This design comes from an exercise in tuning for small area, a short achievable clock period and few clock cycles on the open sky130 flow, not from production work. Only simulation tests tie the RTL to the original design; equivalence was not proved. Power and IR drop assume default switching activity.

## flow/design.v (module list and top-level ports; edited modules follow where they fit)
// module aptb_acf: 1578 lines
module aptb_acf (
    input             clk,
    input             rst,           
    input             cmd_valid,
    output            cmd_ready,
    input      [31:0] cmd_word,      
    input      [31:0] cmd_data,      
    input      [31:0] cfg_fs,        
    input      [31:0] cfg_flo,       
    input      [31:0] cfg_fhi,       
    input      [15:0] cfg_tau,       
    output reg        rsp_valid,
    output reg [31:0] rsp_result,
    output reg [7:0]  rsp_err
);
  // ...
==> flow/flow/run.sh <==
#!/bin/bash
# The standard layout, with the port buffers made from plain buf_4 cells
# instead of the delay buffer the resizer picks by default.
set -euo pipefail
export BUFFER_PORTS_ARGS="-buffer_cell sky130_fd_sc_hd__buf_4"
bash standard.sh finish > standard_flow.log 2>&1
==> flow/standard.sh <==
#!/bin/bash
# synth_recipe.tcl (not shown) runs the flow's synth.tcl, then flattens the netlist and writes it again
# the make line also repeats each setting of config.mk as NAME=value (left out here)
make -C /OpenROAD-flow-scripts/flow DESIGN_CONFIG=/design/flow/config.mk WORK_HOME=/design/flow/orfs CLKGATE_MAP_FILE= SYNTH_SCRIPT=/design/flow/synth_recipe.tcl "${@:-finish}"
==> flow/config.mk <==
export PLATFORM = sky130hd
export DESIGN_NAME = aptb_acf
export DESIGN_NICKNAME = aptb_acf
export VERILOG_FILES = /design/flow/design.v
export SDC_FILE = /design/flow/constraint.sdc
export NUM_CORES = 4
export LEC_CHECK = 0
export CAP_MARGIN = 20
export CORE_MARGIN = 2
export CORE_UTILIZATION = 65
export SLEW_MARGIN = 20
==> flow/constraint.sdc <==
create_clock -name core_clock -period 15.0 [get_ports {clk}]
set_input_delay 3.0000 -clock core_clock [delete_from_list [all_inputs] [get_ports {clk}]]
set_output_delay 3.0000 -clock core_clock [all_outputs]
set_load 0.01 [all_outputs]
==> summary.md, run 1 <==
The run stopped with a tool error. The flow stopped in detailed routing. The first error in the log reads "Error: net283 2 pin not visited #guides = 197". The initial antenna violation count is 2, and the fraction of synthesized area in multiplexers is 0.1083. The fraction of the mapped netlist area in simple logic gates is 0.08418, and the unique cell type count in the Yosys netlist is 95. Input and output buffers added on the ports amount to 216. The pin count of the biggest net entering global routing was 83; the post-CTS setup-driven buffer insertion count was 0. The number of gates resized after CTS was 0. The largest total area in the synthesized netlist belongs to sky130_fd_sc_hd__edfxtp_1.

Each instance of the synthesized netlist takes up on average 12.12 sq um. Global routing's busiest layer: met2. Detailed placement finished with a half-perimeter wire length of 123200 um.

In the synthesized netlist, the cells that appear most often are sky130_fd_sc_hd__edfxtp_1, sky130_fd_sc_hd__dfxtp_1, sky130_fd_sc_hd__inv_1. Area fraction in compound gates after synthesis: 0.08210. The share of the synthesized netlist area taken by xor and xnor gates was 0.05567; the met1 track utilization from global routing was 0.4462.

The number of ports placed on the die boundary is 221. The pre-CTS worst setup slack is 9.951 ns, and the number of global-route vias before repair is 42280. Yosys attributes the largest share of cell area to sky130_fd_sc_hd__edfxtp_1, sky130_fd_sc_hd__dfxtp_1, sky130_fd_sc_hd__mux4_2.

Synthesis produced a netlist whose cell count is 5295. The met3 global-route usage is 0.05457, and the initial core utilization is 0.6541. The placement-stage cell area came out at 0.06684 sq mm. Routability-driven placement finished with a final weighted congestion of 0.9452. In this run the deepest clock path goes through 3 buffers. The share of synthesized flip-flops with an asynchronous set or reset is 0, and the CTS sink count is 1241. The first global-routing pass estimated 257100 um of wire. Main combinational cell family by area after synthesis: adder cells. The die is 318.3 um wide. Overall overflow remaining after global route: 0.

The yosys synthesis warning count is 1.
Testbench counts, summed over its fixed seeds: cycles 43,075.
==> run 2: changes to the inputs <==
--- a/flow/design.v
+++ b/flow/design.v
@@ -1480,19 +1480,19 @@
             if (e_st == E_IDLE) e_rd <= !do_fill;
             if (do_init_start) begin
                 dv_sh[32:0] <= {2'b0, cfg_fs[22:0], 8'd0};
             end else if (in_run) begin
                 if (in_cnt != 4'd0) dv_sh[32:0] <= in_nr[32:0];
             end else if (newlag_q || do_pred_start) begin
                 dv_busy <= 1'b1;
                 dv_pred <= do_pred_start;
-                dv_cnt  <= 5'd16;
-                dv_rem  <= fs_s[22:16];
-                dv_sh   <= {fs_s[15:0], 24'd0};
+                dv_cnt  <= 5'd20;
+                dv_rem  <= 7'd0;
+                dv_sh   <= {1'b0, fs_s, 16'd0};
                 dv_dv   <= newlag_q ? est_lag : lastlag;
                 dv_l3   <= newlag_q ? {2'd0, est_lag} + {1'b0, est_lag, 1'b0}
                                     : {2'd0, lastlag} + {1'b0, lastlag, 1'b0};
             end else if (dv_busy) begin
                 dv_rem <= dv_rem_n;
                 dv_sh  <= {dv_sh[37:0], dv_qd};
                 dv_cnt <= dv_cnt - 5'd1;
                 if (dv_cnt == 5'd1) dv_busy <= 1'b0;
==> flow/config.mk (replaced) <==
export PLATFORM = sky130hd
export DESIGN_NAME = aptb_acf
export DESIGN_NICKNAME = aptb_acf
export VERILOG_FILES = /design/flow/design.v
export SDC_FILE = /design/flow/constraint.sdc
export NUM_CORES = 4
export LEC_CHECK = 0
export CAP_MARGIN = 20
export CORE_MARGIN = 2
export CORE_UTILIZATION = 58
export SLEW_MARGIN = 20
==> summary.md, run 2 <==
The largest area contributor in the netlist was sky130_fd_sc_hd__edfxtp_1 (unchanged). For this run, design rule violations remaining after detail routing come to 0. The portion of the clock cycle consumed by the worst path in the final layout came out at 0.2904. The pre-CTS worst setup slack came out at 9.884 ns (was 9.951 ns). Kind of capture point of the worst setup path: a register. Area enclosed by the die boundary: 0.1133 sq mm. The share of synthesized area occupied by flip-flops and latches was 0.4994 (was 0.4990); the floorplan row count was 121 (was 115).

TritonCTS built the clock tree. The final instance area came out at 0.07144 sq mm. The total of buffers placed on input and output ports is 216 (unchanged). For the number of placed cells counting well taps, the log shows 6778 (was 6619). The number of antenna diodes in the final layout is 0. In this run the worst path has a maximum fanout of 5. The run gives 0.06413 sq mm (was 0.06419 sq mm) as the netlist area before placement.

Across the run, the number of max-cap violations was 0. For the CTS H-tree depth, the log shows 4 (unchanged). The placed wire-length estimate after detailed placement was 128400 um (was 123200 um); the cell count after synthesis was 5271 (was 5295). The least setup slack across all paths after layout is 10.64 ns. Across all hold checks on the routed design, the worst slack comes to 0.3221 ns. The setup TNS is 0 ns. The tools report the number of global-route vias before repair as 41130 (was 42280). The remaining max-slew budget at the tightest pin is 0.1803. The first-pass GRT wire length is 260100 um (was 257100 um), and the yosys synthesis warning count is 1 (unchanged). The logs give 0 (unchanged) for the overall overflow remaining after global route and 26.93 nW for the standby leakage power. The number of ports placed on the die boundary is 221 (unchanged), and the share of synthesized flip-flops with an asynchronous set or reset is 0 (unchanged). The run gives 0 as the final number of hold-violating endpoints. The kind of start point of the critical path is an input port. For the endpoint required time on the critical path, the log shows 15.50 ns. The library cell contributing the largest single delay on the critical path is sky130_fd_sc_hd__nor4b_1.

The tools report the cell at the root of the clock tree as sky130_fd_sc_hd__clkbuf_16 (unchanged). For flop-to-flop paths, the worst setup slack is 10.81 ns. The run gives 0.75 ns as the later-pin clock latency in the skew report.

The share of the synthesized area in the top cell type came out at 0.3362 (was 0.3359). The tools report the CTS sink count as 1241 (unchanged). The tools report the initial core utilization as 0.5867 (was 0.6541).

The number of pins exceeding their max-slew limit in the final report came out at 0. The clock period could shrink to 4.357 ns. Layout overhead on the synthesized area: 11.40%. The run finished with no timing, DRC or antenna violations. The first TritonRoute pass finished after 6 iterations. The most used standard cell by instance count after synthesis was sky130_fd_sc_hd__edfxtp_1 (unchanged). The tools report the number of instances resized during post-cts repair as 0 (unchanged). The run gives 0.3099 (was 0.3367) as the combined global-route utilization of all metal layers. Most frequently used flop master after synthesis: sky130_fd_sc_hd__edfxtp_1 (unchanged).

The clock-pin slew on the worst setup and hold paths works out to 0.06 ns. The critical path goes through buf_4 > nor4b_1 > nor4_1 > a311oi_1 > a21oi_1 > o21ai_0 > nand4_1 > mux2_2. Post-synthesis average cell area: 12.17 sq um (was 12.12 sq um). Peak per-stage delay on the critical path: 0.62 ns.

Type of the setup path with the least slack: in2reg. The worst-case IR drop observed on VDD is 111.9 uV. In the final layout, the registers with the most flip-flops are S x256, T x256, F x255. Based on the critical path, the design can be clocked at up to 229.5 MHz.

The placement-stage cell area was 0.06699 sq mm (was 0.06684 sq mm); the unique cell type count in the Yosys netlist was 91 (was 95). The final setup violation count came out at 0. The fraction of the core area covered by cells at the end of the flow came out at 0.6536. Leaving out fill and tap cells, the most frequent cell in the layout is sky130_fd_sc_hd__edfxtp_1.

The synthesis-stage register bit count was 1241 (unchanged). Cell types with the highest counts after synthesis: sky130_fd_sc_hd__edfxtp_1, sky130_fd_sc_hd__dfxtp_1, sky130_fd_sc_hd__inv_1 (unchanged). In this run the standard cell core region covers 0.1093 sq mm. The number of vias per cell after detailed routing is 5.987, and the routed length per placed instance is 24.75 um. Synth top area cells: sky130_fd_sc_hd__edfxtp_1, sky130_fd_sc_hd__dfxtp_1, sky130_fd_sc_hd__mux4_2 (unchanged).

The hold buffer count at cts was 0 (unchanged); the number of violations reported at the end of detailed-routing iteration 0 was 4099. Once detail routing completed, the nets flagged for antenna violations numbered 0. For the worst clock skew on the final layout, the log shows 0.01925 ns. For the pin count of the biggest net entering global routing, the log shows 153 (was 83). At the pin with the least slew margin, the transition time is 1.230 ns.

The y dimension of the die works out to 336.5 um (was 318.3 um). The initial antenna violation count was 2 (unchanged). Final net count: 6109. Summing internal, switching and leakage power gives 7.601 mW. The tools report the worst path arrival time as 4.85 ns. The top cell types in the final layout, fill and taps aside, are sky130_fd_sc_hd__edfxtp_1, sky130_fd_sc_hd__dfxtp_1, sky130_fd_sc_hd__inv_1, sky130_fd_sc_hd__nor2_1, sky130_fd_sc_hd__a21oi_1. The fraction of layout instances using a drive strength above 1 works out to 0.1509.

In this run the worst hold path is classified as reg2reg. Dividing total power by cell area gives a power density of 106.4 mW/mm^2. The final weighted congestion in routability-driven placement was 0.9102 (was 0.9452).

Setup repair after global routing left no endpoint under its margin. The number of synthesized flops with an enable pin came out at 718 (unchanged). The maximum clock insertion buffer count was 3 (unchanged). The total clock buffers created by CTS is 132 (was 131), and the post-CTS setup-driven buffer insertion count is 0 (unchanged).

The final cell count without fillers is 7022. The chip width was 336.5 um (was 318.3 um); the total length of routed wires was 173800 um. Detailed routing inserted a total of 42040 vias.
-- run 2: cells by family (layout without fill, tap and decap cells) --
logic type / after synthesis / in the layout / share of synthesized area
XOR/XNOR: 399 / 399 / 0.05449
other: 1 / 4 / 0.00005847
buffers and inverters: 718 / 990 / 0.04413
AND/OR/NAND/NOR: 1126 / 1126 / 0.08118
AO/OA/AOI/OAI: 906 / 906 / 0.08570
flip-flops: 1241 / 1241 / 0.4994
multiplexers: 386 / 386 / 0.1087
adder cells (fa/ha/maj): 494 / 494 / 0.1263
-- run 2: final timing paths --
kind / from / to / cells after the start
min reg2reg: pa_rd$_DFF_P_ / pr_rd$_DFF_P_ / 0
min: pa_rd$_DFF_P_ / pr_rd$_DFF_P_ / 0
max: cmd_word[4] / q_d[11]$_DFFE_PN_ / 8
max reg2reg: m_lgt[1]$_DFF_P_ / pq[0]$_DFF_P_ / 11
-- run 2: where the power goes --
part / internal, mW / switching (mW)
logic: 0.254 / 0.320
registers: 3.62 / 0.0540
clock network: 1.97 / 1.39
-- run 2: critical path: cells and delay by family --
kind	cells	cell delay, ns
simple gates	3	0.85
compound gates	3	0.59
buf+inv	1	0.13
mux	1	0.28
-- run 2: routing by layer --
metal	global-route usage	routed length, um	vias to the layer above
met1	0.4241	72090	20990
li1	-	-	19040
met3	0.04193	11230	366
met5	0	13	-
met4	0.1220	7117	2
met2	0.5057	83370	1646
-- run 2: final cells by class --
class                      count  area [sq um]
clock inverter                69         753.2
clock buffer                 175          3695
fill                        8407         37860
multi-input combinational   3315         29300
timing repair buffer         263          1987
sequential                  1241         32050
inverter                     483          1814
tap                         1476          1847
Testbench counts of run 2, summed over its fixed seeds: cycles 43,262.
==> run 3: changes to the inputs <==
--- a/flow/config.mk
+++ b/flow/config.mk
@@ -8,4 +8,4 @@
 export CAP_MARGIN = 20
 export CORE_MARGIN = 2
-export CORE_UTILIZATION = 58
+export CORE_UTILIZATION = 65
 export SLEW_MARGIN = 20
==> summary.md, run 3 <==
The area fraction in compound gates after synthesis was 0.08570 (unchanged). The tools report the start point of the critical path as in_q[0]$_SDFFE_PP0P_ (was cmd_word[4]). The unique cell type count in the Yosys netlist is 91 (unchanged), and the total of buffers placed on input and output ports is 216 (unchanged). The type of the setup path with the least slack is reg2reg (was in2reg).

The tools report the maximum resistive drop on vdd as 115.1 uV (was 111.9 uV). For the placement-stage cell area, the log shows 0.06674 sq mm (was 0.06699 sq mm). Synth top area cells: sky130_fd_sc_hd__edfxtp_1, sky130_fd_sc_hd__dfxtp_1, sky130_fd_sc_hd__mux4_2 (unchanged). The share of synthesized area occupied by flip-flops and latches is 0.4994 (unchanged).

The final number of hold-violating endpoints is 0 (unchanged), and the final weighted congestion in routability-driven placement is 0.9606 (was 0.9102). The initial core utilization was 0.6536 (was 0.5867). TritonCTS built the clock tree. The path category of the worst min-delay check was reg2reg (unchanged). The number of pins exceeding their max-slew limit in the final report is 0 (unchanged), and the area enclosed by the die boundary is 0.1012 sq mm (was 0.1133 sq mm). The run gives 1 (unchanged) as the yosys synthesis warning count.

The final setup violation count was 0 (unchanged). The library cell contributing the largest single delay on the critical path was sky130_fd_sc_hd__inv_2 (was sky130_fd_sc_hd__nor4b_1). The total clock buffers created by CTS came out at 130 (was 132). The number of instances resized during post-cts repair was 0 (unchanged).

The overall overflow remaining after global route came out at 0 (unchanged). Setup repair after global routing left no endpoint under its margin. Main combinational cell family by area after synthesis: adder cells (unchanged). The total length of routed wires was 169700 um (was 173800 um); the layout overhead on the synthesized area was 11.07% (was 11.40%). The tools report the worst clock skew on the final layout as 0.02679 ns (was 0.01925 ns). Share of synthesized flip-flops with an asynchronous set or reset: 0 (unchanged).

Netlist area before placement: 0.06413 sq mm (unchanged). The global routing's busiest layer was met2 (unchanged). The met1 track utilization from global routing was 0.4594 (was 0.4241); the remaining max-slew budget at the tightest pin was 0.1416 (was 0.1803). Cell family contributing the most delay on the critical path: compound AO/OA/AOI/OAI gates (was simple AND/OR/NAND/NOR gates). The cell at the root of the clock tree is sky130_fd_sc_hd__clkbuf_16 (unchanged). The post-CTS setup-driven buffer insertion count came out at 0 (unchanged). The clock-pin slew on the worst setup and hold paths was 0.06 ns (about the same). The logs give 2 (unchanged) for the initial antenna violation count and 227.8 MHz (was 229.5 MHz) for the maximum clock frequency.

The fraction of the mapped netlist area in simple logic gates is 0.08118 (unchanged). The peak per-stage delay on the critical path was 1.08 ns (was 0.62 ns); the portion of the clock cycle consumed by the worst path in the final layout was 0.2926 (was 0.2904). The logs give 0 (unchanged) for the count of antenna-violating nets left after detailed routing and 9.929 ns (was 9.884 ns) for the pre-CTS worst setup slack. The logs give 15.66 ns (was 15.50 ns) for the endpoint required time on the critical path and 84 (was 153) for the pin count of the biggest net entering global routing. Most frequently used flop master after synthesis: sky130_fd_sc_hd__edfxtp_1 (unchanged).

The chip width was 318.1 um (was 336.5 um). The y dimension of the die works out to 318.1 um (was 336.5 um). The area share of fa/ha/maj cells after synthesis came out at 0.1263 (unchanged). Placeable core region: 0.09813 sq mm (was 0.1093 sq mm). The tools report the origin of the worst min-delay path as pq[1]$_DFF_P_ (was pa_rd$_DFF_P_). For the hold buffer count at cts, the log shows 0 (unchanged). Largest registers: S x256, T x256, F x255 (unchanged).

The measured slew at the worst slew-check pin came out at 1.286 ns (was 1.230 ns). The tools report the worst path arrival time as 5.05 ns (was 4.85 ns). The number of vias per cell after detailed routing was 6.196 (was 5.987). The met3 global-route usage was 0.05285 (was 0.04193). The standby leakage power is 26.91 nW (was 26.93 nW).

The antenna diode instance count was 0 (unchanged). CP Cell Sequence: ha_1 > nand2b_1 > a21o_1 > a21o_1 > a21o_1 > a211o_1 > a21oi_2 > nand2_1 > inv_2 > a21oi_1 > mux2i_1 (was buf_4 > nor4b_1 > nor4_1 > a311oi_1 > a21oi_1 > o21ai_0 > nand4_1 > mux2_2). The logs give 221 (unchanged) for the number of ports placed on the die boundary and 0 (unchanged) for the post-detailed-route DRC marker count.

The tools report the met2 track utilization from global routing as 0.5577 (was 0.5057). Most used standard cell by instance count after synthesis: sky130_fd_sc_hd__edfxtp_1 (unchanged). The number of synthesized flops with an enable pin works out to 718 (unchanged).

The CTS sink count is 1241 (unchanged). The least setup slack across all paths after layout was 10.61 ns (was 10.64 ns). The kind of start point of the critical path is a register (was an input port). The final net count was 6107 (was 6109).

The maximum clock insertion buffer count came out at 3 (unchanged). The run gives 124500 um (was 128400 um) as the placed wire-length estimate after detailed placement. Setup TNS: 0 ns (unchanged).

Maximum fanout along the worst path: 52 (was 5). The CTS H-tree depth was 4 (unchanged). The run gives 0.3389 (was 0.3099) as the combined global-route utilization of all metal layers. The critical path buffer and inverter count was 1 (unchanged).

The run gives 5271 (unchanged) as the cell count after synthesis. Max-capacitance violation count: 0 (unchanged). The cell that appears most often on the critical path is sky130_fd_sc_hd__a21o_1. The tools report the final instance area as 0.07124 sq mm (was 0.07144 sq mm).

The number of global-route vias before repair was 42330 (was 41130). The number of violations reported at the end of detailed-routing iteration 0 is 4791 (was 4099). The largest area contributor in the netlist is sky130_fd_sc_hd__edfxtp_1 (unchanged). Fraction of layout instances using a drive strength above 1: 0.1502 (was 0.1509). Kind of capture point of the worst setup path: a register (unchanged). Most used cells in the layout excluding fill and tap cells: sky130_fd_sc_hd__edfxtp_1, sky130_fd_sc_hd__dfxtp_1, sky130_fd_sc_hd__inv_1, sky130_fd_sc_hd__nor2_1, sky130_fd_sc_hd__a21oi_1 (unchanged).

The tools report the first-pass GRT wire length as 258500 um (was 260100 um). Cell types with the highest counts after synthesis: sky130_fd_sc_hd__edfxtp_1, sky130_fd_sc_hd__dfxtp_1, sky130_fd_sc_hd__inv_1 (unchanged). The routed length per placed instance works out to 24.85 um (was 24.75 um). Worst reg2reg path startpoint: in_q[0]$_SDFFE_PP0P_ (was m_lgt[1]$_DFF_P_). Share of the synthesized area in the top cell type: 0.3362 (unchanged).

The run finished with no timing, DRC or antenna violations. The most common cell after layout, fill and taps aside is sky130_fd_sc_hd__edfxtp_1 (unchanged). The time the final worst path needs with I/O delays and setup was 4.389 ns (was 4.357 ns); the total number of vias was 42300 (was 42040). The run gives 115 (was 121) as the floorplan row count. The share of the synthesized netlist area taken by xor and xnor gates was 0.05449 (unchanged). The later-pin clock latency in the skew report came out at 0.75 ns (about the same). The fraction of the core area covered by cells at the end of the flow was 0.7259 (was 0.6536); the fraction of synthesized area in multiplexers was 0.1087 (unchanged). The synthesis-stage register bit count was 1241 (unchanged). The post-synthesis average cell area was 12.17 sq um (unchanged).

The power density over cell area came out at 107.2 mW/mm^2 (was 106.4 mW/mm^2). The detailed-router iteration count before antenna repair was 6 (unchanged).
==> run 3: cell counts after synthesis <==
Identical to the previous run, type by type.
==> run 3: layout make-up <==
type	count	area (sq um)
inverters	483	1814
repair buffers	263	1978
multi-input cells	3315	29300
clock buffers	172	3596
well taps	1287	1610
fillers	6713	26900
clock inverters	66	889.6
flip-flops and latches	1241	32050
==> run 3: final timing paths <==
| path | depth (start not counted) | endpoint | slack [ns] |
|---|---|---|---|
| setup / recovery | 11 | est_lag[0]$_DFF_P_ | 10.61 |
| hold / removal | 0 | pr[1]$_DFF_P_ | 0.33 |
| setup reg to reg | 11 | est_lag[0]$_DFF_P_ | 10.61 |
| hold reg to reg | 0 | pr[1]$_DFF_P_ | 0.33 |
==> run 3: cell families after synthesis <==
family	after synthesis
other cells	1
buf+inv	718
mux	386
simple gates	1126
flops	1241
fa+ha+maj	494
compound gates	906
xor+xnor	399
==> run 3: power breakdown <==
| part | switching, mW | total, mW | internal [mW] |
|---|---|---|---|
| Clock | 1.40 | 3.40 | 2.00 |
| Combinational | 0.311 | 0.564 | 0.253 |
| Sequential | 0.0574 | 3.67 | 3.62 |
| Total | 1.77 | 7.64 | 5.87 |
==> run 3: worst register-to-register path, stage by stage, from the launching register on <==
cell,delay [ns]
sky130_fd_sc_hd__dfxtp_1,0.49
sky130_fd_sc_hd__ha_1,0.29
sky130_fd_sc_hd__nand2b_1,0.14
sky130_fd_sc_hd__a21o_1,0.18
sky130_fd_sc_hd__a21o_1,0.17
sky130_fd_sc_hd__a21o_1,0.17
sky130_fd_sc_hd__a211o_1,0.32
sky130_fd_sc_hd__a21oi_2,0.44
sky130_fd_sc_hd__nand2_1,0.70
sky130_fd_sc_hd__inv_2,1.09
sky130_fd_sc_hd__a21oi_1,0.17
sky130_fd_sc_hd__mux2i_1,0.17
==> run 3: per-layer routing <==
| layer | share of wire | vias to the layer above | wire length [um] |
|---|---|---|---|
| li1 | - | 19010 | - |
| met1 | 0.40 | 21080 | 67320 |
| met2 | 0.48 | 1845 | 82210 |
| met3 | 0.079 | 364 | 13320 |
| met4 | 0.040 | 0 | 6817 |
| met5 | 0 | - | 0 |
==> run 3: stage by stage <==
| stage | instances | power [mW] | hold WS (ns) |
|---|---|---|---|
| after floorplan | 5274 | 4.112 | 0.3096 |
| after global placement | 6589 | 4.285 | 0.3118 |
| after detailed placement | 6589 | 4.300 | 0.3150 |
| after CTS | 6827 | 7.663 | 0.3291 |
| after global routing | 6827 | 7.866 | 0.3339 |
| final | 6827 | 7.636 | 0.3294 |

-- separate check: timing with driven ports --
The results above use ideal ports. As a check the final layouts listed here were re-extracted and re-timed, cells and wires unchanged.
Step 1, drivers: a clkbuf_16 drives clk and a buf_2 each remaining input, both assumed.
Step 2 times the ports against the registers' clock, not the clock port: input delays grow and output delays shrink by t, the midpoint of the rising clock arrivals with the driver on.
Three values: ideal, step 1, step 2; two values: the first two.
run	t (ns)	slack for setup (ns)	hold WS [ns]	worst data-port slew with drivers (ns)	pins driven straight from the clock port
run 2	0.811	10.643 / 10.607 / 9.883	0.322 / 0.322 / 0.322	0.07	1
run 3	0.816	10.611 / 10.611 / 9.906	0.329 / 0.329 / 0.329	0.05	1
After both steps every run listed still meets setup and hold. The setup slack of run 2, which loses most, moves by -0.036 ns with the drivers and by -0.760 ns with both steps.
